From an optimization exercise on the open Yosys and OpenROAD flow, aimed at small area, a short achievable clock period and few clock cycles per item; shortcuts taken in it are not production practice. In this exercise RTL edits were held to simulation tests only and were not proved equivalent to the original. Power is estimated from default activity; no workload was simulated.

==> flow/design.v, too long to show whole: its modules and the start of the top module <==
// module fp32_mul_s1: 69 lines
// module fp32_mul_s2: 35 lines
// module fp_sigmul: 671 lines
// module fp32_add_s1: 60 lines
// module fp32_add_s2: 45 lines
// module fp_pfx_add: 30 lines
// module fp_lzc32: 14 lines
// module fp_tzc32: 14 lines
// module xover_f32: 60 lines
// module xover_engine: 168 lines
module xover_f32 (
    input  wire        clk,
    input  wire        rst,         
    input  wire        cfg_we,
    input  wire [3:0]  cfg_addr,
    input  wire [31:0] cfg_data,
    input  wire        clear,       
    input  wire        in_valid,
    output wire        in_ready,
    input  wire [31:0] in_x,
    output reg         out_valid,
    output wire [31:0] out_low,
    output wire [31:0] out_mid,
    output wire [31:0] out_high
);
  // ...
==> flow/run.sh <==
#!/bin/bash
# synth_recipe.tcl (not shown) runs the flow's synth.tcl, then flattens the netlist and writes it again
# the make line also repeats each setting of config.mk as NAME=value (left out here)
make -C /OpenROAD-flow-scripts/flow DESIGN_CONFIG=/design/flow/config.mk WORK_HOME=/design/flow/orfs CLKGATE_MAP_FILE= SYNTH_SCRIPT=/design/flow/synth_recipe.tcl finish
==> flow/config.mk <==
export PLATFORM = sky130hd
export DESIGN_NAME = xover_f32
export DESIGN_NICKNAME = xover_f32
export VERILOG_FILES = /design/flow/design.v
export SDC_FILE = /design/flow/constraint.sdc
export NUM_CORES = 4
export LEC_CHECK = 0
export ABC_AREA = 1
export CAP_MARGIN = 20
export CORE_MARGIN = 2
export CORE_UTILIZATION = 55
export PLACE_DENSITY = 0.65
export SLEW_MARGIN = 70
==> flow/constraint.sdc <==
create_clock -name core_clock -period 25.0 [get_ports {clk}]
set_input_delay 5.0000 -clock core_clock [delete_from_list [all_inputs] [get_ports {clk}]]
set_output_delay 5.0000 -clock core_clock [all_outputs]
set_load 0.01 [all_outputs]
==> run notes, run 1 <==
status timing/DRC/antenna clean; Seq. pwr 3.53 mW; Post-Synth XOR/XNOR Area 7.34%; min-delay src u_hp.lp[2]; Initial Util 55.2%; Residual DRC 0; commonest cells after routing, fill and taps aside nand2_1 (3107), inv_1 (1872), o21ai_0 (1101), nand3_1 (865), nor2_1 (839); Peak supply drop 0.000337 V; # IOs 171; comb_multi_in 10400; FF+latch count 1286; vias in the first global route 99100; Post-Syn Area 0.106 mm²; Slew Viols, Final 0; Final ANT Viol Nets 0; Worst setup startpoint u_lp.sz[3]; Final min period 8.37 ns; Register Area 0.0301 mm²; GR Util met1 51.7%; nets 15400; post-route total power 17.2 mW; sequential fraction of the synthesis area 28.3%; WL final 407 mm; PostCTS Resize Cnt 0; RSZ-0062 raised after global routing false; mean post-synth cell area 7.38 µm²; Synth top cells by count nand2_1 (3128), inv_1 (1912), o21ai_0 (1247)
Testbench counts, summed over its fixed seeds: cycles 80,120, items 8,000.
==> module fp32_mul_s1, before the edit <==
module fp32_mul_s1 (
    input  wire [31:0] a,
    input  wire [31:0] b,
    input  wire        a_ez,       
    input  wire        b_ez,       
    output wire [47:0] prod,       
    output wire        sy,         
    output wire [1:0]  spc,        
    output wire [7:0]  e0,         
    output wire        e0_hi,      
    output wire        e0_ff,      
    output wire        adj_ok,     
    output wire [5:0]  amt,        
    output wire        st_a,       
    output wire        st_b        
);
    wire [7:0]  ea = a[30:23];
    wire [7:0]  eb = b[30:23];
    wire [22:0] fa = a[22:0];
    wire [22:0] fb = b[22:0];
    wire a_e0 = a_ez;
    wire b_e0 = b_ez;
    wire a_e1 = (ea == 8'hFF);
    wire b_e1 = (eb == 8'hFF);
    wire a_f0 = (fa == 23'd0);
    wire b_f0 = (fb == 23'd0);
    wire a_nan  = a_e1 & ~a_f0;
    wire b_nan  = b_e1 & ~b_f0;
    wire a_inf  = a_e1 & a_f0;
    wire b_inf  = b_e1 & b_f0;
    wire a_zero = a_e0 & a_f0;
    wire b_zero = b_e0 & b_f0;
    wire a_sub  = a_e0 & ~a_f0;
    wire b_sub  = b_e0 & ~b_f0;
    assign sy = a[31] ^ b[31];
    wire is_nan  = a_nan | b_nan | (a_inf & b_zero) | (b_inf & a_zero);
    wire is_inf  = a_inf | b_inf;
    wire is_zero = a_zero | b_zero | (a_sub & b_sub);
    assign spc = is_nan ? 2'd3 : is_inf ? 2'd2 : is_zero ? 2'd1 : 2'd0;
    wire [23:0] ma = {~a_e0, fa};
    wire [23:0] mb = {~b_e0, fb};
    fp_sigmul u_sig (.a(ma), .b(mb), .p(prod));
    wire [22:0] fs = a_sub ? fa : (b_sub ? fb : 23'h400000);
    wire [4:0]  lzs;
    fp_lzc32 u_lzs (.v({1'b0, fs, 8'hFF}), .n(lzs));
    wire [4:0] lzs_eff = (a_sub | b_sub) ? lzs : 5'd0;
    wire [4:0] tza, tzb;
    fp_tzc32 u_tza (.v({8'hFF, ma}), .n(tza));
    fp_tzc32 u_tzb (.v({8'hFF, mb}), .n(tzb));
    wire [5:0] tz = {1'b0, tza} + {1'b0, tzb};
    wire [8:0] xa = {1'b0, ea[7:1], ea[0] | a_e0};
    wire [8:0] xb = {1'b0, eb[7:1], eb[0] | b_e0};
    wire [9:0] xs = {1'b0, xa} + {1'b0, xb};
    wire signed [10:0] k  = $signed({1'b0, xs}) - 11'sd127;
    wire signed [10:0] lz = $signed({6'd0, lzs_eff});
    wire               k_gt = (k > lz);
    wire signed [10:0] s1 = k_gt ? lz : k;                   
    wire signed [10:0] e0w = $signed({1'b0, xs}) - 11'sd126 - lz;
    assign adj_ok = k_gt;
    assign e0     = e0w[7:0];
    assign e0_hi  = (e0w >= 11'sd256);
    assign e0_ff  = (e0w == 11'sd255);
    wire signed [10:0] s1c  = (s1 < -11'sd26) ? -11'sd26 : s1;
    wire signed [10:0] amtw = 11'sd23 - s1c;
    assign amt = amtw[5:0];
    wire signed [10:0] tzs = $signed({5'd0, tz});
    assign st_a = (tzs < (11'sd22 - s1));
    assign st_b = (tzs < (11'sd23 - s1));
endmodule
==> module fp32_mul_s2, before the edit <==
module fp32_mul_s2 (
    input  wire [47:0] prod,
    input  wire        sy,
    input  wire [1:0]  spc,
    input  wire [7:0]  e0,
    input  wire        e0_hi,
    input  wire        e0_ff,
    input  wire        adj_ok,
    input  wire [5:0]  amt,
    input  wire        st_a,
    input  wire        st_b,
    output reg  [31:0] y
);
    wire [48:0] pe  = {prod, 1'b0};
    wire [48:0] psh = pe >> amt;
    wire [25:0] w   = psh[25:0];
    wire        top = w[25];
    wire        adj = ~top & adj_ok;                  
    wire [23:0] keep = adj ? w[24:1] : w[25:2];
    wire        g    = adj ? w[0]    : w[1];
    wire        s    = adj ? st_a    : st_b;
    wire        inc  = g & (s | keep[0]);
    wire [7:0]  ef   = top ? e0 : (adj_ok ? e0 - 8'd1 : 8'd0);
    wire        ovf  = e0_hi | (e0_ff & top);
    wire [30:0] mag;
    fp_pfx_add #(.N(31), .L(5)) u_rnd (.a({ef, keep[22:0]}), .b(31'd0), .cin(inc), .s(mag));
    always @* begin
        case (spc)
            2'd3:    y = 32'h7FC00000;
            2'd2:    y = {sy, 8'hFF, 23'd0};
            2'd1:    y = {sy, 31'd0};
            default: y = ovf ? {sy, 8'hFF, 23'd0} : {sy, mag};
        endcase
    end
endmodule
==> module fp32_add_s1, before the edit <==
module fp32_add_s1 (
    input  wire [31:0] a,
    input  wire [31:0] b,
    input  wire        sub,
    input  wire        a_ez,       
    input  wire        b_ez,       
    output wire [27:0] sum,        
    output wire [7:0]  ebig,       
    output wire        sgn,        
    output wire        esub,       
    output wire [1:0]  spc         
);
    wire        sb = b[31] ^ sub;
    wire a_e0 = a_ez;
    wire b_e0 = b_ez;
    wire a_e1 = (a[30:23] == 8'hFF);
    wire b_e1 = (b[30:23] == 8'hFF);
    wire a_f0 = (a[22:0] == 23'd0);
    wire b_f0 = (b[22:0] == 23'd0);
    wire a_nan = a_e1 & ~a_f0;
    wire b_nan = b_e1 & ~b_f0;
    wire a_inf = a_e1 & a_f0;
    wire b_inf = b_e1 & b_f0;
    wire a_zero = a_e0 & a_f0;
    wire b_zero = b_e0 & b_f0;
    assign spc = (a_nan | b_nan | (a_inf & b_inf & (a[31] != sb))) ? 2'd3 :
                 (a_inf | b_inf) ? 2'd2 : 2'd0;
    assign esub = a[31] ^ sb;
    wire [7:0]  xa  = {a[30:24], a[23] | a_e0};
    wire [7:0]  xb  = {b[30:24], b[23] | b_e0};
    wire [23:0] mxa = {~a_e0, a[22:0]};
    wire [23:0] mxb = {~b_e0, b[22:0]};
    wire [8:0]  dab = {1'b0, xa} - {1'b0, xb};
    wire [7:0]  dba = xb - xa;
    wire        ge  = ~dab[8];                   
    wire        eq  = (xa == xb);
    assign ebig = ge ? xa : xb;
    wire [23:0] mbig = ge ? mxa : mxb;
    wire [4:0]  tza, tzb;
    fp_tzc32 u_tza (.v({8'h00, mxa}), .n(tza));
    fp_tzc32 u_tzb (.v({8'h00, mxb}), .n(tzb));
    wire [4:0]  dc_b  = (dab[7:0] > 8'd26) ? 5'd27 : dab[4:0];
    wire [26:0] ash_b = {mxb, 3'b000} >> dc_b;
    wire        st_b  = ~b_zero & ({1'b0, dab[7:0]} > {4'd0, tzb} + 9'd3);
    wire [4:0]  dc_a  = (dba > 8'd26) ? 5'd27 : dba[4:0];
    wire [26:0] ash_a = {mxa, 3'b000} >> dc_a;
    wire        st_a  = ~a_zero & ({1'b0, dba} > {4'd0, tza} + 9'd3);
    wire [26:0] asml  = ge ? {ash_b[26:1], ash_b[0] | st_b} : {ash_a[26:1], ash_a[0] | st_a};
    wire [27:0] bx   = {1'b0, mbig, 3'b000};
    wire [27:0] sumf;
    fp_pfx_add #(.N(28)) u_sum (.a(bx), .b({1'b0, asml} ^ {28{esub}}), .cin(esub), .s(sumf));
    wire [24:0] dn_ab;
    wire [23:0] dn_ba;
    fp_pfx_add #(.N(25), .L(5)) u_dab (.a({1'b0, mxa}), .b(~{1'b0, mxb}), .cin(1'b1), .s(dn_ab));
    fp_pfx_add #(.N(24), .L(5)) u_dba (.a(mxb), .b(~mxa), .cin(1'b1), .s(dn_ba));
    wire        b_gt  = dn_ab[24];               
    wire [23:0] dn    = b_gt ? dn_ba : dn_ab[23:0];
    assign sum = (eq & esub) ? {1'b0, dn, 3'b000} : sumf;
    assign sgn = eq ? (b_gt ? sb : a[31]) : (ge ? a[31] : sb);
endmodule
==> module fp32_add_s2, before the edit <==
module fp32_add_s2 (
    input  wire [27:0] sum,
    input  wire [7:0]  ebig,
    input  wire        sgn,
    input  wire        esub,
    input  wire [1:0]  spc,
    output reg  [31:0] y
);
    reg [26:0] norm;
    reg [9:0]  e;
    wire [4:0] lz;
    reg  [4:0] shl;
    fp_lzc32 u_lz (.v({sum[26:0], 5'b11111}), .n(lz));
    reg [7:0]  efield;
    reg [23:0] keep;
    reg        g, s, inc;
    wire [30:0] mag;
    fp_pfx_add #(.N(31), .L(5)) u_rnd (.a({efield, keep[22:0]}), .b(31'd0), .cin(inc), .s(mag));
    always @* begin
        e   = {2'b00, ebig};
        shl = ({3'b000, lz} > ebig - 8'd1) ? (ebig[4:0] - 5'd1) : lz;
        if (sum[27]) begin
            norm = {sum[27:2], sum[1] | sum[0]};
            e    = e + 10'd1;
        end else begin
            norm = sum[26:0] << shl;
            e    = e - {5'd0, shl};
        end
        efield = norm[26] ? e[7:0] : 8'd0;
        keep = norm[26:3];
        g    = norm[2];
        s    = |norm[1:0];
        inc  = g & (s | keep[0]);
        if (spc == 2'd3)
            y = 32'h7FC00000;
        else if (spc == 2'd2)
            y = {sgn, 8'hFF, 23'd0};
        else if (sum == 28'd0)
            y = esub ? 32'h00000000 : {sgn, 31'd0};
        else if (e >= 10'd255)
            y = {sgn, 8'hFF, 23'd0};
        else
            y = {sgn, mag};
    end
endmodule
==> module xover_f32, before the edit <==
module xover_f32 (
    input  wire        clk,
    input  wire        rst,         
    input  wire        cfg_we,
    input  wire [3:0]  cfg_addr,
    input  wire [31:0] cfg_data,
    input  wire        clear,       
    input  wire        in_valid,
    output wire        in_ready,
    input  wire [31:0] in_x,
    output reg         out_valid,
    output wire [31:0] out_low,
    output wire [31:0] out_mid,
    output wire [31:0] out_high
);
    reg  [9:0]  ph;
    reg         v0, v1;             
    reg  [31:0] x, x2;
    reg         x_z, x2_z;          
    reg         rdy;                
    assign in_ready = rdy;
    wire acc = in_valid & ph[9];
    always @(posedge clk) begin
        if (rst) ph <= 10'd1;
        else     ph <= {ph[8:0], ph[9]};
        rdy <= ~rst & ph[8];
        if (ph[9]) begin
            x   <= in_x;
            x_z <= (in_x[30:23] == 8'd0);
        end
        x2   <= x;
        x2_z <= x_z;
        if (rst) begin
            v0 <= 1'b0;
            v1 <= 1'b0;
        end else begin
            if (ph[9]) begin
                v0 <= acc;
                v1 <= v0;
            end
            if (clear) v1 <= 1'b0;    
        end
        out_valid <= ~rst & ph[3] & v1;
    end
    wire [31:0] radd_l, yb_l, yb_h, radd_h;
    wire        radd_l_z, radd_h_z;
    xover_engine #(.OFS(0), .BASE(0)) u_lp (
        .clk(clk), .rst(rst), .v0(v0), .v1(v1), .clr(clear),
        .we(cfg_we), .addr(cfg_addr), .data(cfg_data),
        .x(x), .x_z(x_z), .ext(x2), .ext_z(x2_z), .radd(radd_l), .radd_z(radd_l_z),
        .yb(yb_l));
    xover_engine #(.OFS(2), .BASE(5)) u_hp (
        .clk(clk), .rst(rst), .v0(v0), .v1(v1), .clr(clear),
        .we(cfg_we), .addr(cfg_addr), .data(cfg_data),
        .x(x), .x_z(x_z), .ext(radd_l), .ext_z(radd_l_z), .radd(radd_h),
        .radd_z(radd_h_z), .yb(yb_h));
    assign out_low  = yb_l;
    assign out_high = yb_h;
    assign out_mid  = radd_h;
endmodule
==> module xover_engine, before the edit <==
module xover_engine #(
    parameter OFS  = 0,
    parameter BASE = 0
) (
    input  wire        clk,
    input  wire        rst,
    input  wire        v0,
    input  wire        v1,
    input  wire        clr,
    input  wire        we,
    input  wire [3:0]  addr,
    input  wire [31:0] data,
    input  wire [31:0] x,
    input  wire        x_z,
    input  wire [31:0] ext,
    input  wire        ext_z,
    output reg  [31:0] radd,
    output reg         radd_z,
    output reg  [31:0] yb
);
    reg  [9:0] lp;
    always @(posedge clk) begin
        if (rst) lp <= 10'd1 << ((10 - OFS) % 10);
        else     lp <= {lp[8:0], lp[9]};
    end
    wire [4:0] q5 = lp[4:0] | lp[9:5];
    reg  [31:0] c [0:4];
    reg  [4:0]  cez;                
    reg  [4:0]  cz;                 
    wire        hit = we && (addr >= BASE) && (addr < BASE + 5);
    wire [3:0]  la  = addr - BASE;
    reg  [2:0]  j;
    always @* begin
        case (la)
            4'd0:    j = 3'd0;
            4'd1:    j = 3'd3;
            4'd2:    j = 3'd2;
            4'd3:    j = 3'd4;
            default: j = 3'd1;
        endcase
    end
    reg  [4:0]  wsel;
    integer ii, pp;
    always @* begin
        wsel = 5'd0;
        for (ii = 0; ii < 5; ii = ii + 1)
            for (pp = 0; pp < 5; pp = pp + 1)
                if (q5[pp] && (((pp + 1 + ii) % 5) == j)) wsel[ii] = hit;
    end
    always @(posedge clk) begin
        for (ii = 0; ii < 5; ii = ii + 1) begin
            c[ii] <= wsel[ii] ? data : c[(ii + 1) % 5];
            cez[ii] <= wsel[ii] ? (data[30:23] == 8'd0) : cez[(ii + 1) % 5];
        end
        if (rst)
            cz <= 5'b11111;
        else
            cz <= {cz[0], cz[4:1]} & ~wsel;
    end
    wire [31:0] coef = cz[0] ? 32'd0 : c[0];
    wire        coef_z = cz[0] | cez[0];
    wire [9:0]  lpn = {lp[8:0], lp[9]};
    reg         sm_x, sm_yb;
    reg         sa_s1a, sa_s1b, sa_radd, sa_h, sa_rmul, sa_ext;
    reg         sb_rmul, sb_s2a, sb_s2b, sb_h, sb_yb, sub_r;
    always @(posedge clk) begin
        sm_x    <= lpn[0] | lpn[3] | lpn[7];
        sm_yb   <= lpn[1] | lpn[9];
        sa_s1a  <= lpn[2];
        sa_s1b  <= lpn[7];
        sa_radd <= lpn[3] | lpn[8];
        sa_h    <= lpn[1] | lpn[6];
        sa_rmul <= lpn[4] | lpn[9];
        sa_ext  <= lpn[0];
        sb_rmul <= lpn[1] | lpn[2] | lpn[6] | lpn[7];
        sb_s2a  <= lpn[8];
        sb_s2b  <= lpn[3];
        sb_h    <= lpn[4] | lpn[9];
        sb_yb   <= lpn[0];
        sub_r   <= lpn[0] | lpn[1] | lpn[4] | lpn[6] | lpn[9];
    end
    reg  [31:0] ya;
    reg         ya_z, yb_z;
    reg  [31:0] rmul, h;
    reg         rmul_z, h_z;
    wire [31:0] mul_a   = sm_x ? x : (sm_yb ? yb : ya);
    wire        mul_a_z = sm_x ? x_z : (sm_yb ? yb_z : ya_z);
    wire [47:0] m_prod;
    wire        m_sy, m_e0_hi, m_e0_ff, m_adj_ok, m_st_a, m_st_b;
    wire [1:0]  m_spc;
    wire [7:0]  m_e0;
    wire [5:0]  m_amt;
    fp32_mul_s1 u_m1 (.a(mul_a), .b(coef), .a_ez(mul_a_z), .b_ez(coef_z), .prod(m_prod), .sy(m_sy), .spc(m_spc),
        .e0(m_e0), .e0_hi(m_e0_hi), .e0_ff(m_e0_ff), .adj_ok(m_adj_ok), .amt(m_amt),
        .st_a(m_st_a), .st_b(m_st_b));
    reg [47:0] mr_prod;
    reg        mr_sy, mr_e0_hi, mr_e0_ff, mr_adj_ok, mr_st_a, mr_st_b;
    reg [1:0]  mr_spc;
    reg [7:0]  mr_e0;
    reg [5:0]  mr_amt;
    always @(posedge clk) begin
        mr_prod <= m_prod; mr_sy <= m_sy; mr_spc <= m_spc; mr_e0 <= m_e0;
        mr_e0_hi <= m_e0_hi; mr_e0_ff <= m_e0_ff; mr_adj_ok <= m_adj_ok;
        mr_amt <= m_amt; mr_st_a <= m_st_a; mr_st_b <= m_st_b;
    end
    wire [31:0] mul_y;
    fp32_mul_s2 u_m2 (.prod(mr_prod), .sy(mr_sy), .spc(mr_spc), .e0(mr_e0),
        .e0_hi(mr_e0_hi), .e0_ff(mr_e0_ff), .adj_ok(mr_adj_ok), .amt(mr_amt),
        .st_a(mr_st_a), .st_b(mr_st_b), .y(mul_y));
    always @(posedge clk) begin
        rmul   <= mul_y;
        rmul_z <= (mul_y[30:23] == 8'd0);
        h      <= rmul;
        h_z    <= rmul_z;
    end
    reg  [31:0] s1a, s2a, s1b, s2b;
    reg  [3:0]  sz;                 
    reg         s1a_z, s2a_z, s1b_z, s2b_z;
    wire [31:0] add_a = ({32{sa_s1a & ~sz[0]}} & s1a) | ({32{sa_s1b & ~sz[2]}} & s1b) |
                        ({32{sa_radd}} & radd) | ({32{sa_h}} & h) |
                        ({32{sa_rmul}} & rmul) | ({32{sa_ext}} & ext);
    wire [31:0] add_b = ({32{sb_rmul}} & rmul) | ({32{sb_s2a & ~sz[1]}} & s2a) |
                        ({32{sb_s2b & ~sz[3]}} & s2b) | ({32{sb_h}} & h) |
                        ({32{sb_yb}} & yb);
    wire add_a_z = (sa_s1a & (sz[0] | s1a_z)) | (sa_s1b & (sz[2] | s1b_z)) |
                   (sa_radd & radd_z) | (sa_h & h_z) | (sa_rmul & rmul_z) | (sa_ext & ext_z);
    wire add_b_z = (sb_rmul & rmul_z) | (sb_s2a & (sz[1] | s2a_z)) |
                   (sb_s2b & (sz[3] | s2b_z)) | (sb_h & h_z) | (sb_yb & yb_z);
    wire add_sub = sub_r;
    wire [27:0] a_sum;
    wire [7:0]  a_ebig;
    wire        a_sgn, a_esub;
    wire [1:0]  a_spc;
    fp32_add_s1 u_a1 (.a(add_a), .b(add_b), .sub(add_sub), .a_ez(add_a_z), .b_ez(add_b_z),
        .sum(a_sum), .ebig(a_ebig),
        .sgn(a_sgn), .esub(a_esub), .spc(a_spc));
    reg [27:0] ar_sum;
    reg [7:0]  ar_ebig;
    reg        ar_sgn, ar_esub;
    reg [1:0]  ar_spc;
    always @(posedge clk) begin
        ar_sum <= a_sum; ar_ebig <= a_ebig; ar_sgn <= a_sgn; ar_esub <= a_esub;
        ar_spc <= a_spc;
    end
    wire [31:0] add_y;
    fp32_add_s2 u_a2 (.sum(ar_sum), .ebig(ar_ebig), .sgn(ar_sgn), .esub(ar_esub),
        .spc(ar_spc), .y(add_y));
    wire w_s1a = lp[9] & ((9 + OFS <= 9) ? v0 : v1);
    wire w_s2a = lp[0] & v1;
    wire w_s1b = lp[4] & v1;
    wire w_s2b = lp[5] & v1;
    wire kill  = rst | clr;
    wire add_y_z = (add_y[30:23] == 8'd0);
    always @(posedge clk) begin
        radd   <= add_y;
        radd_z <= add_y_z;
        if (lp[3]) begin ya <= add_y; ya_z <= add_y_z; end
        if (lp[8]) begin yb <= add_y; yb_z <= add_y_z; end
        if (w_s1a & ~kill) begin s1a <= add_y; s1a_z <= add_y_z; end
        if (w_s2a & ~kill) begin s2a <= add_y; s2a_z <= add_y_z; end
        if (w_s1b & ~kill) begin s1b <= add_y; s1b_z <= add_y_z; end
        if (w_s2b & ~kill) begin s2b <= add_y; s2b_z <= add_y_z; end
        if (kill)
            sz <= 4'b1111;
        else
            sz <= sz & ~{w_s2b, w_s1b, w_s2a, w_s1a};
    end
endmodule
==> run 2: changes to the inputs <==
--- a/flow/design.v
+++ b/flow/design.v
@@ -1,30 +1,28 @@
 module fp32_mul_s1 (
     input  wire [31:0] a,
     input  wire [31:0] b,
-    input  wire        a_ez,       
-    input  wire        b_ez,       
-    output wire [47:0] prod,       
+    output wire [47:0] pa,         
+    output wire [47:0] pb,
     output wire        sy,         
     output wire [1:0]  spc,        
     output wire [7:0]  e0,         
     output wire        e0_hi,      
     output wire        e0_ff,      
     output wire        adj_ok,     
     output wire [5:0]  amt,        
-    output wire        st_a,       
-    output wire        st_b        
+    output wire [5:0]  tz          
 );
     wire [7:0]  ea = a[30:23];
     wire [7:0]  eb = b[30:23];
     wire [22:0] fa = a[22:0];
     wire [22:0] fb = b[22:0];
-    wire a_e0 = a_ez;
-    wire b_e0 = b_ez;
+    wire a_e0 = (ea == 8'h00);
+    wire b_e0 = (eb == 8'h00);
     wire a_e1 = (ea == 8'hFF);
     wire b_e1 = (eb == 8'hFF);
     wire a_f0 = (fa == 23'd0);
     wire b_f0 = (fb == 23'd0);
     wire a_nan  = a_e1 & ~a_f0;
     wire b_nan  = b_e1 & ~b_f0;
     wire a_inf  = a_e1 & a_f0;
     wire b_inf  = b_e1 & b_f0;
@@ -34,60 +32,81 @@
     wire b_sub  = b_e0 & ~b_f0;
     assign sy = a[31] ^ b[31];
     wire is_nan  = a_nan | b_nan | (a_inf & b_zero) | (b_inf & a_zero);
     wire is_inf  = a_inf | b_inf;
     wire is_zero = a_zero | b_zero | (a_sub & b_sub);
     assign spc = is_nan ? 2'd3 : is_inf ? 2'd2 : is_zero ? 2'd1 : 2'd0;
     wire [23:0] ma = {~a_e0, fa};
     wire [23:0] mb = {~b_e0, fb};
-    fp_sigmul u_sig (.a(ma), .b(mb), .p(prod));
+    fp_sigmul u_sig (.a(ma), .b(mb), .sa(pa), .sb(pb));
     wire [22:0] fs = a_sub ? fa : (b_sub ? fb : 23'h400000);
-    wire [4:0]  lzs;
-    fp_lzc32 u_lzs (.v({1'b0, fs, 8'hFF}), .n(lzs));
+    reg  [4:0]  lzs;
+    integer i;
+    always @* begin
+        lzs = 5'd23;
+        for (i = 0; i < 23; i = i + 1)
+            if (fs[i]) lzs = 5'd23 - i[4:0];
+    end
     wire [4:0] lzs_eff = (a_sub | b_sub) ? lzs : 5'd0;
-    wire [4:0] tza, tzb;
-    fp_tzc32 u_tza (.v({8'hFF, ma}), .n(tza));
-    fp_tzc32 u_tzb (.v({8'hFF, mb}), .n(tzb));
-    wire [5:0] tz = {1'b0, tza} + {1'b0, tzb};
+    reg [4:0] tza, tzb;
+    always @* begin
+        tza = 5'd23;
+        for (i = 22; i >= 0; i = i - 1)
+            if (ma[i]) tza = i[4:0];
+        tzb = 5'd23;
+        for (i = 22; i >= 0; i = i - 1)
+            if (mb[i]) tzb = i[4:0];
+    end
+    assign tz = {1'b0, tza} + {1'b0, tzb};
     wire [8:0] xa = {1'b0, ea[7:1], ea[0] | a_e0};
     wire [8:0] xb = {1'b0, eb[7:1], eb[0] | b_e0};
     wire [9:0] xs = {1'b0, xa} + {1'b0, xb};
     wire signed [10:0] k  = $signed({1'b0, xs}) - 11'sd127;
     wire signed [10:0] lz = $signed({6'd0, lzs_eff});
     wire               k_gt = (k > lz);
     wire signed [10:0] s1 = k_gt ? lz : k;                   
     wire signed [10:0] e0w = $signed({1'b0, xs}) - 11'sd126 - lz;
     assign adj_ok = k_gt;
     assign e0     = e0w[7:0];
     assign e0_hi  = (e0w >= 11'sd256);
     assign e0_ff  = (e0w == 11'sd255);
     wire signed [10:0] s1c  = (s1 < -11'sd26) ? -11'sd26 : s1;
     wire signed [10:0] amtw = 11'sd23 - s1c;
     assign amt = amtw[5:0];
-    wire signed [10:0] tzs = $signed({5'd0, tz});
-    assign st_a = (tzs < (11'sd22 - s1));
-    assign st_b = (tzs < (11'sd23 - s1));
 endmodule
 module fp32_mul_s2 (
-    input  wire [47:0] prod,
+    input  wire [47:0] pa,
+    input  wire [47:0] pb,
+    input  wire [5:0]  amt,
+    input  wire [5:0]  tz,
+    output wire [25:0] w,          
+    output wire        st_a,       
+    output wire        st_b        
+);
+    assign st_a = ({1'b0, tz} + 7'd1 < {1'b0, amt});
+    assign st_b = (tz < amt);
+    wire [47:0] prod;
+    fp_pfx_add #(.N(48), .L(6)) u_cpa (.a(pa), .b(pb), .cin(1'b0), .s(prod));
+    wire [48:0] pe  = {prod, 1'b0};
+    wire [48:0] psh = pe >> amt;
+    assign w = psh[25:0];
+endmodule
+module fp32_mul_s3 (
+    input  wire [25:0] w,
     input  wire        sy,
     input  wire [1:0]  spc,
     input  wire [7:0]  e0,
     input  wire        e0_hi,
     input  wire        e0_ff,
     input  wire        adj_ok,
-    input  wire [5:0]  amt,
     input  wire        st_a,
     input  wire        st_b,
     output reg  [31:0] y
 );
-    wire [48:0] pe  = {prod, 1'b0};
-    wire [48:0] psh = pe >> amt;
-    wire [25:0] w   = psh[25:0];
     wire        top = w[25];
     wire        adj = ~top & adj_ok;                  
     wire [23:0] keep = adj ? w[24:1] : w[25:2];
     wire        g    = adj ? w[0]    : w[1];
     wire        s    = adj ? st_a    : st_b;
     wire        inc  = g & (s | keep[0]);
     wire [7:0]  ef   = top ? e0 : (adj_ok ? e0 - 8'd1 : 8'd0);
     wire        ovf  = e0_hi | (e0_ff & top);
@@ -100,17 +119,18 @@
             2'd1:    y = {sy, 31'd0};
             default: y = ovf ? {sy, 8'hFF, 23'd0} : {sy, mag};
         endcase
     end
 endmodule
 module fp_sigmul (
     input  wire [23:0] a,
     input  wire [23:0] b,
-    output wire [47:0] p
+    output wire [47:0] sa,
+    output wire [47:0] sb
 );
     wire [26:0] bx = {2'b00, b, 1'b0};
     wire d0_neg = bx[2];
     wire d0_one = bx[1] ^ bx[0];
     wire d0_two = (bx[2] & ~bx[1] & ~bx[0]) | (~bx[2] & bx[1] & bx[0]);
     wire [24:0] m0 = ({25{d0_one}} & {1'b0, a}) | ({25{d0_two}} & {a, 1'b0});
     wire [24:0] r0 = m0 ^ {25{d0_neg}};
     wire d1_neg = bx[4];
@@ -764,93 +784,108 @@
     wire fs294 = fc248 ^ fs249 ^ 1'b1;
     wire fc294 = (fc248 & fs249) | (fc248 & 1'b1) | (fs249 & 1'b1);
     wire fs295 = fc249 ^ fs250 ^ r12[21];
     wire fc295 = (fc249 & fs250) | (fc249 & r12[21]) | (fs250 & r12[21]);
     wire fs296 = fc250 ^ fs251 ^ 1'b1;
     wire fc296 = (fc250 & fs251) | (fc250 & 1'b1) | (fs251 & 1'b1);
     wire fs297 = fc251 ^ ~d11_neg ^ r12[23];
     wire fc297 = (fc251 & ~d11_neg) | (fc251 & r12[23]) | (~d11_neg & r12[23]);
-    wire [47:0] sa = {fc296, fc295, fc294, fc293, fc292, fc291, fc290, fc289, fc288, fc287, fc286, fc285, fc284, fc283, fc282, fc281, fc280, fc279, fc278, fc277, fc276, fc275, fc274, fc273, fc272, fc271, fc270, fc269, fc268, fc267, fc266, fc265, fc264, fc263, fc262, fc261, fc260, fc259, fc258, fc257, fc256, fc255, fc254, fc253, fc252, fs252, r0[1], r0[0]};
-    wire [47:0] sb = {fs297, fs296, fs295, fs294, fs293, fs292, fs291, fs290, fs289, fs288, fs287, fs286, fs285, fs284, fs283, fs282, fs281, fs280, fs279, fs278, fs277, fs276, fs275, fs274, fs273, fs272, fs271, fs270, fs269, fs268, fs267, fs266, fs265, fs264, fs263, fs262, fs261, fs260, fs259, fs258, fs257, fs256, fs255, fs254, fs253, d1_neg, 1'b0, d0_neg};
-    fp_pfx_add #(.N(48), .L(6)) u_cpa (.a(sa), .b(sb), .cin(1'b0), .s(p));
+    assign sa = {fc296, fc295, fc294, fc293, fc292, fc291, fc290, fc289, fc288, fc287, fc286, fc285, fc284, fc283, fc282, fc281, fc280, fc279, fc278, fc277, fc276, fc275, fc274, fc273, fc272, fc271, fc270, fc269, fc268, fc267, fc266, fc265, fc264, fc263, fc262, fc261, fc260, fc259, fc258, fc257, fc256, fc255, fc254, fc253, fc252, fs252, r0[1], r0[0]};
+    assign sb = {fs297, fs296, fs295, fs294, fs293, fs292, fs291, fs290, fs289, fs288, fs287, fs286, fs285, fs284, fs283, fs282, fs281, fs280, fs279, fs278, fs277, fs276, fs275, fs274, fs273, fs272, fs271, fs270, fs269, fs268, fs267, fs266, fs265, fs264, fs263, fs262, fs261, fs260, fs259, fs258, fs257, fs256, fs255, fs254, fs253, d1_neg, 1'b0, d0_neg};
 endmodule
 module fp32_add_s1 (
     input  wire [31:0] a,
     input  wire [31:0] b,
     input  wire        sub,
-    input  wire        a_ez,       
-    input  wire        b_ez,       
-    output wire [27:0] sum,        
+    output wire [23:0] mbig,       
+    output wire [26:0] asml,       
     output wire [7:0]  ebig,       
     output wire        sgn,        
     output wire        esub,       
     output wire [1:0]  spc         
 );
     wire        sb = b[31] ^ sub;
-    wire a_e0 = a_ez;
-    wire b_e0 = b_ez;
+    wire a_e0 = (a[30:23] == 8'h00);
+    wire b_e0 = (b[30:23] == 8'h00);
     wire a_e1 = (a[30:23] == 8'hFF);
     wire b_e1 = (b[30:23] == 8'hFF);
     wire a_f0 = (a[22:0] == 23'd0);
     wire b_f0 = (b[22:0] == 23'd0);
     wire a_nan = a_e1 & ~a_f0;
     wire b_nan = b_e1 & ~b_f0;
     wire a_inf = a_e1 & a_f0;
     wire b_inf = b_e1 & b_f0;
     wire a_zero = a_e0 & a_f0;
     wire b_zero = b_e0 & b_f0;
     assign spc = (a_nan | b_nan | (a_inf & b_inf & (a[31] != sb))) ? 2'd3 :
                  (a_inf | b_inf) ? 2'd2 : 2'd0;
     assign esub = a[31] ^ sb;
+    wire [31:0] cmp;
+    fp_pfx_add #(.N(32), .L(6)) u_cmp (.a({1'b0, a[30:0]}), .b({1'b1, ~b[30:0]}),
+        .cin(1'b1), .s(cmp));
+    wire        swap = cmp[31];
+    assign sgn = swap ? sb : a[31];
     wire [7:0]  xa  = {a[30:24], a[23] | a_e0};
     wire [7:0]  xb  = {b[30:24], b[23] | b_e0};
     wire [23:0] mxa = {~a_e0, a[22:0]};
     wire [23:0] mxb = {~b_e0, b[22:0]};
-    wire [8:0]  dab = {1'b0, xa} - {1'b0, xb};
+    wire [7:0]  dab = xa - xb;
     wire [7:0]  dba = xb - xa;
-    wire        ge  = ~dab[8];                   
-    wire        eq  = (xa == xb);
-    assign ebig = ge ? xa : xb;
-    wire [23:0] mbig = ge ? mxa : mxb;
-    wire [4:0]  tza, tzb;
-    fp_tzc32 u_tza (.v({8'h00, mxa}), .n(tza));
-    fp_tzc32 u_tzb (.v({8'h00, mxb}), .n(tzb));
-    wire [4:0]  dc_b  = (dab[7:0] > 8'd26) ? 5'd27 : dab[4:0];
-    wire [26:0] ash_b = {mxb, 3'b000} >> dc_b;
-    wire        st_b  = ~b_zero & ({1'b0, dab[7:0]} > {4'd0, tzb} + 9'd3);
-    wire [4:0]  dc_a  = (dba > 8'd26) ? 5'd27 : dba[4:0];
-    wire [26:0] ash_a = {mxa, 3'b000} >> dc_a;
-    wire        st_a  = ~a_zero & ({1'b0, dba} > {4'd0, tza} + 9'd3);
-    wire [26:0] asml  = ge ? {ash_b[26:1], ash_b[0] | st_b} : {ash_a[26:1], ash_a[0] | st_a};
-    wire [27:0] bx   = {1'b0, mbig, 3'b000};
-    wire [27:0] sumf;
-    fp_pfx_add #(.N(28)) u_sum (.a(bx), .b({1'b0, asml} ^ {28{esub}}), .cin(esub), .s(sumf));
-    wire [24:0] dn_ab;
-    wire [23:0] dn_ba;
-    fp_pfx_add #(.N(25), .L(5)) u_dab (.a({1'b0, mxa}), .b(~{1'b0, mxb}), .cin(1'b1), .s(dn_ab));
-    fp_pfx_add #(.N(24), .L(5)) u_dba (.a(mxb), .b(~mxa), .cin(1'b1), .s(dn_ba));
-    wire        b_gt  = dn_ab[24];               
-    wire [23:0] dn    = b_gt ? dn_ba : dn_ab[23:0];
-    assign sum = (eq & esub) ? {1'b0, dn, 3'b000} : sumf;
-    assign sgn = eq ? (b_gt ? sb : a[31]) : (ge ? a[31] : sb);
+    wire [7:0]  d   = swap ? dba : dab;
+    assign ebig = swap ? xb : xa;
+    assign mbig = swap ? mxb : mxa;
+    wire [23:0] msml = swap ? mxa : mxb;
+    reg  [4:0]  tza, tzb;
+    integer i;
+    always @* begin
+        tza = 5'd31;
+        for (i = 23; i >= 0; i = i - 1)
+            if (mxa[i]) tza = i[4:0];
+        tzb = 5'd31;
+        for (i = 23; i >= 0; i = i - 1)
+            if (mxb[i]) tzb = i[4:0];
+    end
+    wire [4:0]  tzs  = swap ? tza : tzb;
+    wire        s_nz = swap ? ~a_zero : ~b_zero;
+    wire [4:0]  dc  = (d > 8'd26) ? 5'd27 : d[4:0];
+    wire [26:0] msx = {msml, 3'b000};
+    wire [26:0] ash = msx >> dc;
+    wire [8:0]  tz3 = {4'd0, tzs} + 9'd3;
+    wire        st  = s_nz & ({1'b0, d} > tz3);
+    assign asml = {ash[26:1], ash[0] | st};
 endmodule
 module fp32_add_s2 (
+    input  wire [23:0] mbig,
+    input  wire [26:0] asml,
+    input  wire        esub,
+    output wire [27:0] sum,        
+    output reg  [4:0]  lz          
+);
+    fp_pfx_add #(.N(28), .L(5)) u_sum (.a({1'b0, mbig, 3'b000}),
+        .b({1'b0, asml} ^ {28{esub}}), .cin(esub), .s(sum));
+    integer i;
+    always @* begin
+        lz = 5'd27;
+        for (i = 0; i < 27; i = i + 1)
+            if (sum[i]) lz = 5'd26 - i[4:0];
+    end
+endmodule
+module fp32_add_s3 (
     input  wire [27:0] sum,
+    input  wire [4:0]  lz,
     input  wire [7:0]  ebig,
     input  wire        sgn,
     input  wire        esub,
     input  wire [1:0]  spc,
     output reg  [31:0] y
 );
     reg [26:0] norm;
     reg [9:0]  e;
-    wire [4:0] lz;
-    reg  [4:0] shl;
-    fp_lzc32 u_lz (.v({sum[26:0], 5'b11111}), .n(lz));
+    reg [4:0]  shl;
     reg [7:0]  efield;
     reg [23:0] keep;
     reg        g, s, inc;
     wire [30:0] mag;
     fp_pfx_add #(.N(31), .L(5)) u_rnd (.a({efield, keep[22:0]}), .b(31'd0), .cin(inc), .s(mag));
     always @* begin
         e   = {2'b00, ebig};
         shl = ({3'b000, lz} > ebig - 8'd1) ? (ebig[4:0] - 5'd1) : lz;
@@ -903,264 +938,229 @@
                     assign g[l+1][i] = g[l][i];
                     assign p[l+1][i] = p[l][i];
                 end
             end
         end
     endgenerate
     assign s = p[0][N:1] ^ g[L][N-1:0];
 endmodule
-module fp_lzc32 (
-    input  wire [31:0] v,
-    output wire [4:0]  n
-);
-    wire        z4 = ~|v[31:16];
-    wire [15:0] v1 = z4 ? v[15:0] : v[31:16];
-    wire        z3 = ~|v1[15:8];
-    wire [7:0]  v2 = z3 ? v1[7:0] : v1[15:8];
-    wire        z2 = ~|v2[7:4];
-    wire [3:0]  v3 = z2 ? v2[3:0] : v2[7:4];
-    wire        z1 = ~|v3[3:2];
-    wire [1:0]  v4 = z1 ? v3[1:0] : v3[3:2];
-    assign n = {z4, z3, z2, z1, ~v4[1]};
-endmodule
-module fp_tzc32 (
-    input  wire [31:0] v,
-    output wire [4:0]  n
-);
-    wire        z4 = ~|v[15:0];
-    wire [15:0] v1 = z4 ? v[31:16] : v[15:0];
-    wire        z3 = ~|v1[7:0];
-    wire [7:0]  v2 = z3 ? v1[15:8] : v1[7:0];
-    wire        z2 = ~|v2[3:0];
-    wire [3:0]  v3 = z2 ? v2[7:4] : v2[3:0];
-    wire        z1 = ~|v3[1:0];
-    wire [1:0]  v4 = z1 ? v3[3:2] : v3[1:0];
-    assign n = {z4, z3, z2, z1, ~v4[0]};
-endmodule
 module xover_f32 (
     input  wire        clk,
     input  wire        rst,         
     input  wire        cfg_we,
     input  wire [3:0]  cfg_addr,
     input  wire [31:0] cfg_data,
     input  wire        clear,       
     input  wire        in_valid,
     output wire        in_ready,
     input  wire [31:0] in_x,
     output reg         out_valid,
     output wire [31:0] out_low,
     output wire [31:0] out_mid,
     output wire [31:0] out_high
 );
-    reg  [9:0]  ph;
+    reg  [11:0] ph;
     reg         v0, v1;             
     reg  [31:0] x, x2;
-    reg         x_z, x2_z;          
     reg         rdy;                
     assign in_ready = rdy;
-    wire acc = in_valid & ph[9];
+    wire acc = in_valid & ph[11];
     always @(posedge clk) begin
-        if (rst) ph <= 10'd1;
-        else     ph <= {ph[8:0], ph[9]};
-        rdy <= ~rst & ph[8];
-        if (ph[9]) begin
-            x   <= in_x;
-            x_z <= (in_x[30:23] == 8'd0);
+        if (rst) ph <= 12'd1;
+        else     ph <= {ph[10:0], ph[11]};
+        rdy <= ~rst & ph[10];
+        if (ph[11]) begin
+            x  <= in_x;
+            x2 <= x;
         end
-        x2   <= x;
-        x2_z <= x_z;
         if (rst) begin
             v0 <= 1'b0;
             v1 <= 1'b0;
         end else begin
-            if (ph[9]) begin
+            if (ph[11]) begin
                 v0 <= acc;
                 v1 <= v0;
             end
             if (clear) v1 <= 1'b0;    
         end
-        out_valid <= ~rst & ph[3] & v1;
+        out_valid <= ~rst & ph[7] & v1;
     end
     wire [31:0] radd_l, yb_l, yb_h, radd_h;
-    wire        radd_l_z, radd_h_z;
-    xover_engine #(.OFS(0), .BASE(0)) u_lp (
-        .clk(clk), .rst(rst), .v0(v0), .v1(v1), .clr(clear),
+    xover_engine #(.OFS(0), .BASE(0), .MID(1)) u_lp (
+        .clk(clk), .rst(rst), .v1(v1), .clr(clear),
         .we(cfg_we), .addr(cfg_addr), .data(cfg_data),
-        .x(x), .x_z(x_z), .ext(x2), .ext_z(x2_z), .radd(radd_l), .radd_z(radd_l_z),
-        .yb(yb_l));
-    xover_engine #(.OFS(2), .BASE(5)) u_hp (
-        .clk(clk), .rst(rst), .v0(v0), .v1(v1), .clr(clear),
+        .x(x), .x2(x2), .yo(yb_h), .radd(radd_l), .yb(yb_l));
+    xover_engine #(.OFS(1), .BASE(5), .MID(0)) u_hp (
+        .clk(clk), .rst(rst), .v1(v1), .clr(clear),
         .we(cfg_we), .addr(cfg_addr), .data(cfg_data),
-        .x(x), .x_z(x_z), .ext(radd_l), .ext_z(radd_l_z), .radd(radd_h),
-        .radd_z(radd_h_z), .yb(yb_h));
+        .x(x), .x2(x2), .yo(yb_l), .radd(radd_h), .yb(yb_h));
     assign out_low  = yb_l;
     assign out_high = yb_h;
-    assign out_mid  = radd_h;
+    assign out_mid  = radd_l;
 endmodule
 module xover_engine #(
     parameter OFS  = 0,
-    parameter BASE = 0
+    parameter BASE = 0,
+    parameter MID  = 0
 ) (
     input  wire        clk,
     input  wire        rst,
-    input  wire        v0,
     input  wire        v1,
     input  wire        clr,
     input  wire        we,
     input  wire [3:0]  addr,
     input  wire [31:0] data,
     input  wire [31:0] x,
-    input  wire        x_z,
-    input  wire [31:0] ext,
-    input  wire        ext_z,
+    input  wire [31:0] x2,
+    input  wire [31:0] yo,
     output reg  [31:0] radd,
-    output reg         radd_z,
     output reg  [31:0] yb
 );
-    reg  [9:0] lp;
+    reg  [11:0] lp;
     always @(posedge clk) begin
-        if (rst) lp <= 10'd1 << ((10 - OFS) % 10);
-        else     lp <= {lp[8:0], lp[9]};
+        if (rst) lp <= 12'd1 << ((12 - OFS) % 12);
+        else     lp <= {lp[10:0], lp[11]};
     end
-    wire [4:0] q5 = lp[4:0] | lp[9:5];
-    reg  [31:0] c [0:4];
-    reg  [4:0]  cez;                
+    wire [11:0] lpn  = {lp[10:0], lp[11]};    
+    wire [11:0] lpn2 = {lp[9:0], lp[11:10]};   
+    reg  [31:0] c [0:4];            
     reg  [4:0]  cz;                 
-    wire        hit = we && (addr >= BASE) && (addr < BASE + 5);
-    wire [3:0]  la  = addr - BASE;
-    reg  [2:0]  j;
-    always @* begin
-        case (la)
-            4'd0:    j = 3'd0;
-            4'd1:    j = 3'd3;
-            4'd2:    j = 3'd2;
-            4'd3:    j = 3'd4;
-            default: j = 3'd1;
-        endcase
-    end
-    reg  [4:0]  wsel;
-    integer ii, pp;
-    always @* begin
-        wsel = 5'd0;
-        for (ii = 0; ii < 5; ii = ii + 1)
-            for (pp = 0; pp < 5; pp = pp + 1)
-                if (q5[pp] && (((pp + 1 + ii) % 5) == j)) wsel[ii] = hit;
-    end
+    integer k;
     always @(posedge clk) begin
-        for (ii = 0; ii < 5; ii = ii + 1) begin
-            c[ii] <= wsel[ii] ? data : c[(ii + 1) % 5];
-            cez[ii] <= wsel[ii] ? (data[30:23] == 8'd0) : cez[(ii + 1) % 5];
-        end
+        for (k = 0; k < 5; k = k + 1)
+            if (we && addr == BASE + k) c[k] <= data;
         if (rst)
             cz <= 5'b11111;
         else
-            cz <= {cz[0], cz[4:1]} & ~wsel;
+            for (k = 0; k < 5; k = k + 1)
+                if (we && addr == BASE + k) cz[k] <= 1'b0;
     end
-    wire [31:0] coef = cz[0] ? 32'd0 : c[0];
-    wire        coef_z = cz[0] | cez[0];
-    wire [9:0]  lpn = {lp[8:0], lp[9]};
-    reg         sm_x, sm_yb;
-    reg         sa_s1a, sa_s1b, sa_radd, sa_h, sa_rmul, sa_ext;
-    reg         sb_rmul, sb_s2a, sb_s2b, sb_h, sb_yb, sub_r;
+    reg  [4:0]  sc;                                  
+    reg         sm_x, sm_yb;                         
+    reg         sa_s1a, sa_s1b, sa_radd, sa_h, sa_x2;
+    reg         sb_rmul, sb_s2a, sb_s2b, sb_yb, sb_yo, sub_r;
     always @(posedge clk) begin
-        sm_x    <= lpn[0] | lpn[3] | lpn[7];
-        sm_yb   <= lpn[1] | lpn[9];
-        sa_s1a  <= lpn[2];
-        sa_s1b  <= lpn[7];
-        sa_radd <= lpn[3] | lpn[8];
-        sa_h    <= lpn[1] | lpn[6];
-        sa_rmul <= lpn[4] | lpn[9];
-        sa_ext  <= lpn[0];
-        sb_rmul <= lpn[1] | lpn[2] | lpn[6] | lpn[7];
-        sb_s2a  <= lpn[8];
-        sb_s2b  <= lpn[3];
-        sb_h    <= lpn[4] | lpn[9];
-        sb_yb   <= lpn[0];
-        sub_r   <= lpn[0] | lpn[1] | lpn[4] | lpn[6] | lpn[9];
+        sc[0]   <= lpn2[0] | lpn2[7];
+        sc[1]   <= lpn2[4] | lpn2[11];
+        sc[2]   <= lpn2[3] | lpn2[8];
+        sc[3]   <= lpn2[1] | lpn2[6];
+        sc[4]   <= lpn2[5] | lpn2[10];
+        sm_x    <= lpn[0] | lpn[4] | lpn[8];
+        sm_yb   <= lpn[1] | lpn[5];
+        sa_s1a  <= lpn[3];
+        sa_s1b  <= lpn[10];
+        sa_radd <= lpn[0] | lpn[7] | (MID != 0 && lpn[5]);
+        sa_h    <= lpn[1] | lpn[4] | lpn[8] | lpn[9];
+        sa_x2   <= (MID != 0) && lpn[2];
+        sb_rmul <= lpn[1] | lpn[3] | lpn[4] | lpn[8] | lpn[9] | lpn[10];
+        sb_s2a  <= lpn[0];
+        sb_s2b  <= lpn[7];
+        sb_yb   <= (MID != 0) && lpn[2];
+        sb_yo   <= (MID != 0) && lpn[5];
+        sub_r   <= lpn[1] | lpn[4] | lpn[8] | lpn[9] | ((MID != 0) && (lpn[2] | lpn[5]));
     end
+    reg  [31:0] coef;
+    always @(posedge clk)
+        coef <= ({32{sc[0] & ~cz[0]}} & c[0]) | ({32{sc[1] & ~cz[1]}} & c[1]) |
+                ({32{sc[2] & ~cz[2]}} & c[2]) | ({32{sc[3] & ~cz[3]}} & c[3]) |
+                ({32{sc[4] & ~cz[4]}} & c[4]);
     reg  [31:0] ya;
-    reg         ya_z, yb_z;
-    reg  [31:0] rmul, h;
-    reg         rmul_z, h_z;
-    wire [31:0] mul_a   = sm_x ? x : (sm_yb ? yb : ya);
-    wire        mul_a_z = sm_x ? x_z : (sm_yb ? yb_z : ya_z);
-    wire [47:0] m_prod;
+    reg  [31:0] rmul, h1, h2;
+    wire [31:0] mul_a = sm_x ? x : (sm_yb ? yb : ya);
+    wire [47:0] m_pa, m_pb;
     wire        m_sy, m_e0_hi, m_e0_ff, m_adj_ok, m_st_a, m_st_b;
+    wire [5:0]  m_tz;
     wire [1:0]  m_spc;
     wire [7:0]  m_e0;
     wire [5:0]  m_amt;
-    fp32_mul_s1 u_m1 (.a(mul_a), .b(coef), .a_ez(mul_a_z), .b_ez(coef_z), .prod(m_prod), .sy(m_sy), .spc(m_spc),
+    fp32_mul_s1 u_m1 (.a(mul_a), .b(coef), .pa(m_pa), .pb(m_pb), .sy(m_sy), .spc(m_spc),
         .e0(m_e0), .e0_hi(m_e0_hi), .e0_ff(m_e0_ff), .adj_ok(m_adj_ok), .amt(m_amt),
+        .tz(m_tz));
+    reg [47:0] m1_pa, m1_pb;
+    reg [5:0]  m1_tz;
+    reg        m1_sy, m1_e0_hi, m1_e0_ff, m1_adj_ok;
+    reg [1:0]  m1_spc;
+    reg [7:0]  m1_e0;
+    reg [5:0]  m1_amt;
+    always @(posedge clk) begin
+        m1_pa <= m_pa; m1_pb <= m_pb; m1_sy <= m_sy; m1_spc <= m_spc; m1_e0 <= m_e0;
+        m1_e0_hi <= m_e0_hi; m1_e0_ff <= m_e0_ff; m1_adj_ok <= m_adj_ok;
+        m1_amt <= m_amt; m1_tz <= m_tz;
+    end
+    wire [25:0] m_w;
+    fp32_mul_s2 u_m2 (.pa(m1_pa), .pb(m1_pb), .amt(m1_amt), .tz(m1_tz), .w(m_w),
         .st_a(m_st_a), .st_b(m_st_b));
-    reg [47:0] mr_prod;
-    reg        mr_sy, mr_e0_hi, mr_e0_ff, mr_adj_ok, mr_st_a, mr_st_b;
-    reg [1:0]  mr_spc;
-    reg [7:0]  mr_e0;
-    reg [5:0]  mr_amt;
+    reg [25:0] m2_w;
+    reg        m2_sy, m2_e0_hi, m2_e0_ff, m2_adj_ok, m2_st_a, m2_st_b;
+    reg [1:0]  m2_spc;
+    reg [7:0]  m2_e0;
     always @(posedge clk) begin
-        mr_prod <= m_prod; mr_sy <= m_sy; mr_spc <= m_spc; mr_e0 <= m_e0;
-        mr_e0_hi <= m_e0_hi; mr_e0_ff <= m_e0_ff; mr_adj_ok <= m_adj_ok;
-        mr_amt <= m_amt; mr_st_a <= m_st_a; mr_st_b <= m_st_b;
+        m2_w <= m_w; m2_sy <= m1_sy; m2_spc <= m1_spc; m2_e0 <= m1_e0;
+        m2_e0_hi <= m1_e0_hi; m2_e0_ff <= m1_e0_ff; m2_adj_ok <= m1_adj_ok;
+        m2_st_a <= m_st_a; m2_st_b <= m_st_b;
     end
     wire [31:0] mul_y;
-    fp32_mul_s2 u_m2 (.prod(mr_prod), .sy(mr_sy), .spc(mr_spc), .e0(mr_e0),
-        .e0_hi(mr_e0_hi), .e0_ff(mr_e0_ff), .adj_ok(mr_adj_ok), .amt(mr_amt),
-        .st_a(mr_st_a), .st_b(mr_st_b), .y(mul_y));
+    fp32_mul_s3 u_m3 (.w(m2_w), .sy(m2_sy), .spc(m2_spc), .e0(m2_e0),
+        .e0_hi(m2_e0_hi), .e0_ff(m2_e0_ff), .adj_ok(m2_adj_ok),
+        .st_a(m2_st_a), .st_b(m2_st_b), .y(mul_y));
     always @(posedge clk) begin
-        rmul   <= mul_y;
-        rmul_z <= (mul_y[30:23] == 8'd0);
-        h      <= rmul;
-        h_z    <= rmul_z;
+        rmul <= mul_y;
+        h1   <= rmul;
+        h2   <= h1;
     end
     reg  [31:0] s1a, s2a, s1b, s2b;
     reg  [3:0]  sz;                 
-    reg         s1a_z, s2a_z, s1b_z, s2b_z;
     wire [31:0] add_a = ({32{sa_s1a & ~sz[0]}} & s1a) | ({32{sa_s1b & ~sz[2]}} & s1b) |
-                        ({32{sa_radd}} & radd) | ({32{sa_h}} & h) |
-                        ({32{sa_rmul}} & rmul) | ({32{sa_ext}} & ext);
+                        ({32{sa_radd}} & radd) | ({32{sa_h}} & h2) | ({32{sa_x2}} & x2);
     wire [31:0] add_b = ({32{sb_rmul}} & rmul) | ({32{sb_s2a & ~sz[1]}} & s2a) |
-                        ({32{sb_s2b & ~sz[3]}} & s2b) | ({32{sb_h}} & h) |
-                        ({32{sb_yb}} & yb);
-    wire add_a_z = (sa_s1a & (sz[0] | s1a_z)) | (sa_s1b & (sz[2] | s1b_z)) |
-                   (sa_radd & radd_z) | (sa_h & h_z) | (sa_rmul & rmul_z) | (sa_ext & ext_z);
-    wire add_b_z = (sb_rmul & rmul_z) | (sb_s2a & (sz[1] | s2a_z)) |
-                   (sb_s2b & (sz[3] | s2b_z)) | (sb_h & h_z) | (sb_yb & yb_z);
-    wire add_sub = sub_r;
-    wire [27:0] a_sum;
+                        ({32{sb_s2b & ~sz[3]}} & s2b) | ({32{sb_yb}} & yb) |
+                        ({32{sb_yo}} & yo);
+    wire [23:0] a_mbig;
+    wire [26:0] a_asml;
     wire [7:0]  a_ebig;
     wire        a_sgn, a_esub;
     wire [1:0]  a_spc;
-    fp32_add_s1 u_a1 (.a(add_a), .b(add_b), .sub(add_sub), .a_ez(add_a_z), .b_ez(add_b_z),
-        .sum(a_sum), .ebig(a_ebig),
-        .sgn(a_sgn), .esub(a_esub), .spc(a_spc));
-    reg [27:0] ar_sum;
-    reg [7:0]  ar_ebig;
-    reg        ar_sgn, ar_esub;
-    reg [1:0]  ar_spc;
+    fp32_add_s1 u_a1 (.a(add_a), .b(add_b), .sub(sub_r), .mbig(a_mbig), .asml(a_asml),
+        .ebig(a_ebig), .sgn(a_sgn), .esub(a_esub), .spc(a_spc));
+    reg [23:0] a1_mbig;
+    reg [26:0] a1_asml;
+    reg [7:0]  a1_ebig;
+    reg        a1_sgn, a1_esub;
+    reg [1:0]  a1_spc;
+    always @(posedge clk) begin
+        a1_mbig <= a_mbig; a1_asml <= a_asml; a1_ebig <= a_ebig; a1_sgn <= a_sgn;
+        a1_esub <= a_esub; a1_spc <= a_spc;
+    end
+    wire [27:0] a_sum;
+    wire [4:0]  a_lz;
+    fp32_add_s2 u_a2 (.mbig(a1_mbig), .asml(a1_asml), .esub(a1_esub), .sum(a_sum), .lz(a_lz));
+    reg [27:0] a2_sum;
+    reg [4:0]  a2_lz;
+    reg [7:0]  a2_ebig;
+    reg        a2_sgn, a2_esub;
+    reg [1:0]  a2_spc;
     always @(posedge clk) begin
-        ar_sum <= a_sum; ar_ebig <= a_ebig; ar_sgn <= a_sgn; ar_esub <= a_esub;
-        ar_spc <= a_spc;
+        a2_sum <= a_sum; a2_lz <= a_lz; a2_ebig <= a1_ebig; a2_sgn <= a1_sgn;
+        a2_esub <= a1_esub; a2_spc <= a1_spc;
     end
     wire [31:0] add_y;
-    fp32_add_s2 u_a2 (.sum(ar_sum), .ebig(ar_ebig), .sgn(ar_sgn), .esub(ar_esub),
-        .spc(ar_spc), .y(add_y));
-    wire w_s1a = lp[9] & ((9 + OFS <= 9) ? v0 : v1);
-    wire w_s2a = lp[0] & v1;
-    wire w_s1b = lp[4] & v1;
-    wire w_s2b = lp[5] & v1;
+    fp32_add_s3 u_a3 (.sum(a2_sum), .lz(a2_lz), .ebig(a2_ebig), .sgn(a2_sgn),
+        .esub(a2_esub), .spc(a2_spc), .y(add_y));
+    wire w_s1a = lp[2] & v1;
+    wire w_s2a = lp[3] & v1;
+    wire w_s1b = lp[9] & v1;
+    wire w_s2b = lp[10] & v1;
     wire kill  = rst | clr;
-    wire add_y_z = (add_y[30:23] == 8'd0);
     always @(posedge clk) begin
-        radd   <= add_y;
-        radd_z <= add_y_z;
-        if (lp[3]) begin ya <= add_y; ya_z <= add_y_z; end
-        if (lp[8]) begin yb <= add_y; yb_z <= add_y_z; end
-        if (w_s1a & ~kill) begin s1a <= add_y; s1a_z <= add_y_z; end
-        if (w_s2a & ~kill) begin s2a <= add_y; s2a_z <= add_y_z; end
-        if (w_s1b & ~kill) begin s1b <= add_y; s1b_z <= add_y_z; end
-        if (w_s2b & ~kill) begin s2b <= add_y; s2b_z <= add_y_z; end
+        radd <= add_y;
+        if (lp[5]) ya <= add_y;
+        if (lp[0]) yb <= add_y;
+        if (w_s1a & ~kill) s1a <= add_y;
+        if (w_s2a & ~kill) s2a <= add_y;
+        if (w_s1b & ~kill) s1b <= add_y;
+        if (w_s2b & ~kill) s2b <= add_y;
         if (kill)
             sz <= 4'b1111;
         else
             sz <= sz & ~{w_s2b, w_s1b, w_s2a, w_s1a};
     end
 endmodule
--- a/flow/config.mk
+++ b/flow/config.mk
@@ -5,9 +5,9 @@
 export SDC_FILE = /design/flow/constraint.sdc
 export NUM_CORES = 4
 export LEC_CHECK = 0
 export ABC_AREA = 1
 export CAP_MARGIN = 20
 export CORE_MARGIN = 2
 export CORE_UTILIZATION = 55
 export PLACE_DENSITY = 0.65
-export SLEW_MARGIN = 70
+export SLEW_MARGIN = 20
==> run notes, run 2 <==
Flop pwr share 28.2%; top-count cell post-synth nand2_1; switching pwr 7.16 mW; RD Place Congestion 1.00; Final min period 7.65 ns (-0.719 ns); Highest Clock Rate 131 MHz; CTS Hold Buffers Added 0; r2r startpoint u_lp.sm_x; Fillers 17600; PostCTS Resize Cnt 0 (unchanged); max_cap viols 0; WL final 378 mm (-7.2%); Crit. End Element flip-flop; Final Hold Fails 0; Hold Path Cell Cnt 0; initial antenna violation count 9; multi-input logic area 0.0590 mm²; skew final 0.0991 ns; Setup TNS Final 0 ns; Total Routing Usage GR 36.4%; # IOs 171 (unchanged); GRT overflow 0; r2r setup slk 17.35 ns; Initial Util 55.2% (about the same); Post-Synth XOR/XNOR Area 6.83% (-0.51 points); #FFs+latches synth 1719; P&R area growth vs syn 9.51%; post-route total power 14.8 mW (-14%); Setup CP Type flip-flop to flip-flop; layout cells sized above 1 5.67%; TritonRoute pass-1 iters 10; Residual DRC 0 (unchanged); leading cell type in the layout, fill and taps excluded nand2_1; mean post-synth cell area 8.21 µm² (+11%); min-delay src u_lp.m1_e0[6]; number of synthesized flops with an enable pin 768; vias in the first global route 91200 (-8.0%); Chip Height 451 µm; Final ANT Viol Nets 0 (unchanged); clk slew on worst S/H paths 0.07 ns; Pint 7.67 mW; RSZ-0062 raised after global routing false; Hold Path Class flip-flop to flip-flop; CP most frequent cell nand2_1; total setup buffers inserted after CTS 0; largest net degree at the start of global routing 116; Final period util 30.6%; reg2reg end u_lp.m1_amt[5]; commonest cells after routing, fill and taps aside nand2_1 (3030), inv_1 (1667), nand3_1 (1328), dfxtp_1 (942), xor2_1 (784); TritonCTS clock tree yes; critical path's slowest cell inv_2; Pleak 55.7 nW; crit start category flip-flop; Synth area leader edfxtp_1; Synth top cells by count nand2_1 (3032), inv_1 (1667), nand3_1 (1329); Top Registers u_hp.c x160, u_lp.c x160; Post-Syn Area 0.110 mm² (+3.6%); Clk pwr share 18.6%; nets 14300 (-7.3%); Clock Sinks 1719; Switching Share 48.3%; Critical Path Max Stage Delay 0.70 ns; die boundary width 451 µm; largest family of logic cells by synthesized area simple AND/OR/NAND/NOR gates; worst reg2reg path depth 51; Synth Area in Simple Gates 21.7%; IO Port Bufs 170; Synth Area in Adders 14.3%; CP Max Fanout 48; Synth Instances 13400; root buffer cell clkbuf_16; Synth Area in Compound Gates 10.3%; mux cell area share after synthesis 0.218%; CP arrival 8.33 ns; Yosys top cell area share 21.0%; combinational cell fraction of total power 53.3%; Mapped Nets 14400; clock latency (worst-skew pair) 0.88 ns; CTS Buffer Depth 3; status timing/DRC/antenna clean; via-per-instance ratio 5.93; critical path required time 25.68 ns; Tightest Pin Transition 1.20 ns; top cells by area, synth edfxtp_1 (21%), dfxtp_1 (17%), nand2_1 (10%); hold endpoint u_lp.m2_e0[6]; Synth Flop Type dfxtp_1; post-synth cell types 85; initial detailed-routing violation count 11500; CTS H-Tree Depth 4; setup-violating endpoint count in the final report 0; Slew Viols, Final 0 (unchanged); Async SR Flop Fraction 0%; synth warn 14; via count 95500; global-route wire length before repair 566 mm; Site Rows 164; Register Area 0.0421 mm² (+40%); sequential fraction of the synthesis area 38.3% (+10 points); die area 0.204 mm²; Final Util 60.5%; Detailed Place HPWL 279 mm; Peak supply drop 0.000103 V (-69%); DR WL/cell 23.4 µm; PwrDens 123 mW/mm²; relative slew slack 19.3%; Core Region 0.199 mm²; TritonCTS Buffers 180
## run 2: cell count changes after synthesis, moves of 59 or more
| cell | change |
|---|---|
| a21oi_1 | -76 |
| inv_1 | -245 |
| ha_1 | -60 |
| o21ai_0 | -698 |
| dfxtp_1 | +94 |
| nand2_1 | -96 |
| a22o_1 | -107 |
| clkbuf_1 | -74 |
| nand3_1 | +464 |
| edfxtp_1 | +339 |
| nor4_1 | -88 |
| nor2_1 | -162 |
| a221oi_1 | +59 |
## run 2: worst max path at each step
stage	start	to	slack, ns	cells after the start
2_1_floorplan	rst	u_hp.s1a[0]	17.39	4
3_3_place_gp	rst	u_lp.s2b[10]	17.04	6
3_5_place_dp	rst	u_lp.s2b[10]	16.97	6
4_1_cts	u_lp.sm_x	u_lp.m1_amt[5]	17.47	51
5_1_grt	u_lp.sm_x	u_lp.m1_amt[5]	16.41	51
6_report	u_lp.sm_x	u_lp.m1_amt[5]	17.35	51
## run 2: power by group through the flow
stage	Combinational, mW	Clock (mW)	Sequential [mW]
global route	8.72	2.90	4.20
floorplan	5.17	0	4.03
CTS	7.73	2.79	4.16
finish	7.89	2.75	4.18
global placement	7.57	0	4.21
detailed placement	7.67	0	4.22
## run 2: kinds of logic after synthesis
| logic type | after synthesis |
|---|---|
| buffers and inverters | 2372 |
| AO/OA/AOI/OAI | 1901 |
| multiplexers | 24 |
| flip-flops | 1719 |
| AND/OR/NAND/NOR | 5569 |
| XOR/XNOR | 858 |
| adder cells (fa/ha/maj) | 948 |
## run 2: layout make-up
cell class                 count  area share, %
clock buffer                 236           4.10
antenna                        6         0.0125
timing repair buffer         378           2.83
sequential                  1719           35.0
multi-input combinational   9300           49.0
inverter                    1711           5.34
tap                         2656           2.76
clock inverter               104           1.02
## run 2: stage by stage
stage	hold slack, ns	setup slack (ns)	area (µm²)	cells
global route	0.286	16.41	120000	16100
global placement	0.310	17.04	114000	15800
detailed placement	0.312	16.97	114000	15800
finish	0.251	17.35	120000	16100
CTS	0.260	17.47	120000	16100
floorplan	0.310	17.39	110000	13400
## run 2: per-layer routing
layer	share of wire [%]	GRT usage, %	vias to the layer above
li1	-	-	43900
met1	40	49.2	45400
met2	44	55.8	5058
met3	9.5	6.84	1058
met4	6.2	18.9	2
met5	0.0034	0	-
## run 2: critical path, delay by kind of cell (launching register included)
family	cells	cell delay (ns)
simple gates	34	3.85
compound gates	9	1.30
buf+inv	5	1.25
flops	1	0.47
fa+ha+maj	2	0.42
xor+xnor	1	0.12
Testbench counts of run 2, summed over its fixed seeds: cycles 96,088, items 8,000.

## re-timing with driven ports
Ports are ideal in the flow. The routed layouts listed here were re-timed in OpenROAD. Step 1 assumes that a clkbuf_16 drives the clock port and a buf_2 every other input. Step 2 times the ports against the registers' clock, not the clock port: input delays grow and output delays shrink by t, the midpoint of the rising clock arrivals with the driver on. Three values: no drivers, after step 1, after step 2; two values: the first two.
run | shift t [ns] | setup slack, ns | worst setup path at the end
run 1 | 0.886 | 16.629 / 16.629 / 16.629 | register to register
run 2 | 0.925 | 17.348 / 17.348 / 17.011 | input to register
After both steps setup and hold are still met in every run listed. For run 2, which loses most, drivers alone change the setup slack by 0.000 ns; drivers and shift together by -0.337 ns.
